This is an optimization exercise on Yosys and OpenROAD, whose aim is small area, a short achievable clock period and few clock cycles, not a production implementation. In this exercise RTL edits were held to simulation tests only and were not proved equivalent to the original.

==> flow/design.v (excerpt) <==
module rs_codec (
    input  wire       clk,
    input  wire       rst,
    output wire       ready,
    input  wire       start,
    input  wire       mode,
    input  wire [4:0] k,
    input  wire [7:0] len,
    input  wire       in_valid,
    input  wire [7:0] in_data,
    output wire       in_ready,
    output reg        out_valid,
    output wire [7:0] out_pos,
    output wire [7:0] out_val,
    output reg        done,
    output reg        ok,
    output reg  [3:0] nerr
);
Settings: LEC_CHECK=0, CAP_MARGIN=20, CORE_MARGIN=2, CORE_UTILIZATION=60, SETUP_SLACK_MARGIN=5, SLEW_MARGIN=20; clock period 10.0 ns.
run.sh (not shown) runs the stock make flow with config.mk's settings and CLKGATE_MAP_FILE= SYNTH_SCRIPT=/design/flow/synth_recipe.tcl, a recipe that flattens the netlist after the stock synthesis.
The starting point finished with timing, DRC and antenna clean.
Testbench counts at the start, summed over its fixed seeds: cycles 69,930.
Next try:
--- a/flow/design.v
+++ b/flow/design.v
@@ -399,31 +399,36 @@
             st_chn  <= n_chn;
             st_fw   <= n_fw;
             st_out  <= n_out;
         end
     end
     wire r_syn  = syn_r;
-    wire r_sh   = enc_r | rot_r;        
-    reg  [7:0] ra [0:15];
-    reg  [7:0] rb [0:15];
-    always @* begin
-        for (i = 0; i < 16; i = i + 1) begin
-            ra[i] = ({8{syn_r}} & gf_mul(R[i], ALPHA_POS[8*((i < 8) ? (7-i) : (23-i)) +: 8]))
-                  | ({8{r_sh}} & ((i == 0) ? ({8{rot_r}} & R[15]) : R[(i+15)%16]));
-            rb[i] = ({8{syn_r}} & d_r) | ({8{enc_r}} & ((i < 8) ? np[i] : mp[i-7]));
-        end
-        if (inj_r) ra[7] = 8'h00;
-    end
     wire r_enc  = enc_r;
     wire r_rot  = rot_r;
     wire inject = inj_r;
     wire r_wr   = wr_r;
     always @(posedge clk) begin
-        if (init_r | r_syn | r_enc | r_rot) begin
+        if (init_r) begin
             for (i = 0; i < 16; i = i + 1)
-                R[i] <= ra[i] ^ rb[i];
+                R[i] <= 8'h00;
+        end else if (r_syn) begin
+            for (i = 0; i < 8; i = i + 1)
+                R[i] <= gf_mul(R[i], ALPHA_POS[8*(7-i) +: 8]) ^ d_r;
+            for (i = 8; i < 16; i = i + 1)
+                R[i] <= gf_mul(R[i], ALPHA_POS[8*(23-i) +: 8]) ^ d_r;
+        end else if (r_enc) begin
+            R[0] <= np[0];
+            for (i = 1; i < 8; i = i + 1)
+                R[i] <= R[i-1] ^ np[i];
+            for (i = 8; i < 16; i = i + 1)
+                R[i] <= R[i-1] ^ mp[i-7];
+        end else if (r_rot) begin
+            R[0] <= R[15];
+            for (i = 1; i < 16; i = i + 1)
+                R[i] <= R[i-1];
+            if (inject) R[7] <= 8'h00;
         end else if (r_wr) begin
             for (i = 0; i < 8; i = i + 1)
                 if (fp_slot[i]) begin
                     R[7-i]  <= fp_pos;
                     R[15-i] <= fe;
                 end
Effect:
- The changed run completed with no timing, DRC or antenna violations
- first-iteration DRC count goes up by 1.6%
- core utilization hardly moves
- design area goes up by 4.1%
- cell count goes up by 9.5%
- global-route usage barely changes
- clock skew goes down by 0.0058 ns
- worst hold slack improved by 0.0049 ns
- area after synthesis goes up by 4.2%
- sequential share of layout area goes down by 3.3 points
Testbench counts after the change, summed over its fixed seeds: cycles 69,930.

--- another note on this design; it stands on its own ---

Design rs_codec, start of the top module:
module rs_codec (
    input  wire       clk,
    input  wire       rst,
    output wire       ready,
    input  wire       start,
    input  wire       mode,
    input  wire [4:0] k,
    input  wire [7:0] len,
    input  wire       in_valid,
    input  wire [7:0] in_data,
    output wire       in_ready,
    output reg        out_valid,
    output wire [7:0] out_pos,
    output wire [7:0] out_val,
    output reg        done,
    output reg        ok,
    output reg  [3:0] nerr
);
    function [3:0] m4;
        input [3:0] a;
        input [3:0] b;
        integer i;
        reg [3:0] p, aa;
        begin
            p  = 4'h0;
            aa = a;
            for (i = 0; i < 4; i = i + 1) begin
                if (b[i]) p = p ^ aa;
                aa = {aa[2:0], 1'b0} ^ (aa[3] ? 4'h3 : 4'h0);
            end
            m4 = p;
        end
    endfunction
    function [7:0] gf_mul;
        input [7:0] a;
        input [7:0] b;
        reg [3:0] hh, ll, mm;
        begin
            hh = m4(a[7:4], b[7:4]);
            ll = m4(a[3:0], b[3:0]);
            mm = m4(a[7:4] ^ a[3:0], b[7:4] ^ b[3:0]);
            gf_mul = {mm ^ ll, ll ^ m4(hh, 4'h9)};
        end
    endfunction
    function [7:0] gf_inv;
        input [7:0] a;
        reg [3:0] d, di;
        begin
            d = m4(m4(a[7:4], a[7:4]), 4'h9) ^ m4(a[7:4], a[3:0]) ^ m4(a[3:0], a[3:0]);
            case (d)
                4'h0: di = 4'h0;
                4'h1: di = 4'h1;
                4'h2: di = 4'h9;
                4'h3: di = 4'he;
                4'h4: di = 4'hd;
                4'h5: di = 4'hb;
                4'h6: di = 4'h7;
                4'h7: di = 4'h6;
                4'h8: di = 4'hf;
                4'h9: di = 4'h2;
                4'ha: di = 4'hc;
                4'hb: di = 4'h5;
                4'hc: di = 4'ha;
                4'hd: di = 4'h4;
                4'he: di = 4'h3;
                4'hf: di = 4'h8;
                default: di = 4'h0;
            endcase
  ...
Size in the first run: roughly 5400 cells after synthesis, about 51 I/O pins, about 44000 um^2 of cells after synthesis.
clock: 10.0 ns
lec_check: 0
cap_margin: 35
core_margin: 2
core_utilization: 50
setup_slack_margin: 5
slew_margin: 35
run.sh (not shown) runs the stock make flow with config.mk's settings and CLKGATE_MAP_FILE= SYNTH_SCRIPT=/design/flow/synth_recipe.tcl, a recipe that flattens the netlist after the stock synthesis.
Testbench counts at the start, summed over its fixed seeds: cycles 69,930.
Then changed:
Settings changed: CAP_MARGIN 35 to 20, CORE_UTILIZATION 50 to 60, SLEW_MARGIN 35 to 20.
First-iteration DRC count falls by 2.3%.
Non-clock buffer count shrinks by 18.
Worst setup slack gets better by 69 ps.
Utilization increases by 9.7 points.
Cell count goes down by 3.1%.
Worst hold slack hardly moves.
Critical path depth drops by 2.
Global-route usage is higher by 4.2 points.
Via count shrinks by 0.37%.
Then changed:
Settings changed: CAP_MARGIN 20 to 35, SLEW_MARGIN 20 to 35.
The changed run ran to the end with no violations.
Maximum frequency is higher by 1.8%.
Final area barely changes.

re-timing with driven ports:
The flow's constraints put no driver on any port. The routed layouts listed below were extracted and timed again, unchanged, in two steps. Step 1 (the two cells are an assumption about what drives the block):
set clk [get_ports {clk}]
set_driving_cell -lib_cell sky130_fd_sc_hd__clkbuf_16 $clk
set_driving_cell -lib_cell sky130_fd_sc_hd__buf_2 [delete_from_list [all_inputs] $clk]
Step 2 adds t to the input delays and takes it off the output delays; t is the mean of the earliest and latest rising clock arrival at the registers after step 1. Input paths then give back, and output paths get back, about the clock's delay inside the block. Slacks: no drivers / after step 1 / after step 2; pairs: no drivers / after step 1.
run	shift t [ns]	slack for setup (ns)	slew at the worst register clock pin (ns)
the first run of note 1	0.711	4.911 / 4.911 / 4.911	0.07 / 0.07
the second run of note 1	0.726	4.873 / 4.797 / 4.879	0.07 / 0.07
the first run of note 2	0.714	4.854 / 4.854 / 4.854	0.07 / 0.07
the second run of note 2	0.688	4.923 / 4.923 / 4.923	0.07 / 0.07
the third run of note 2	0.691	5.015 / 5.015 / 4.955	0.07 / 0.07
After both steps setup and hold are still met in every run listed. The setup slack of the third run of note 2, which loses most, moves by 0.000 ns with the drivers and by -0.060 ns with both steps.
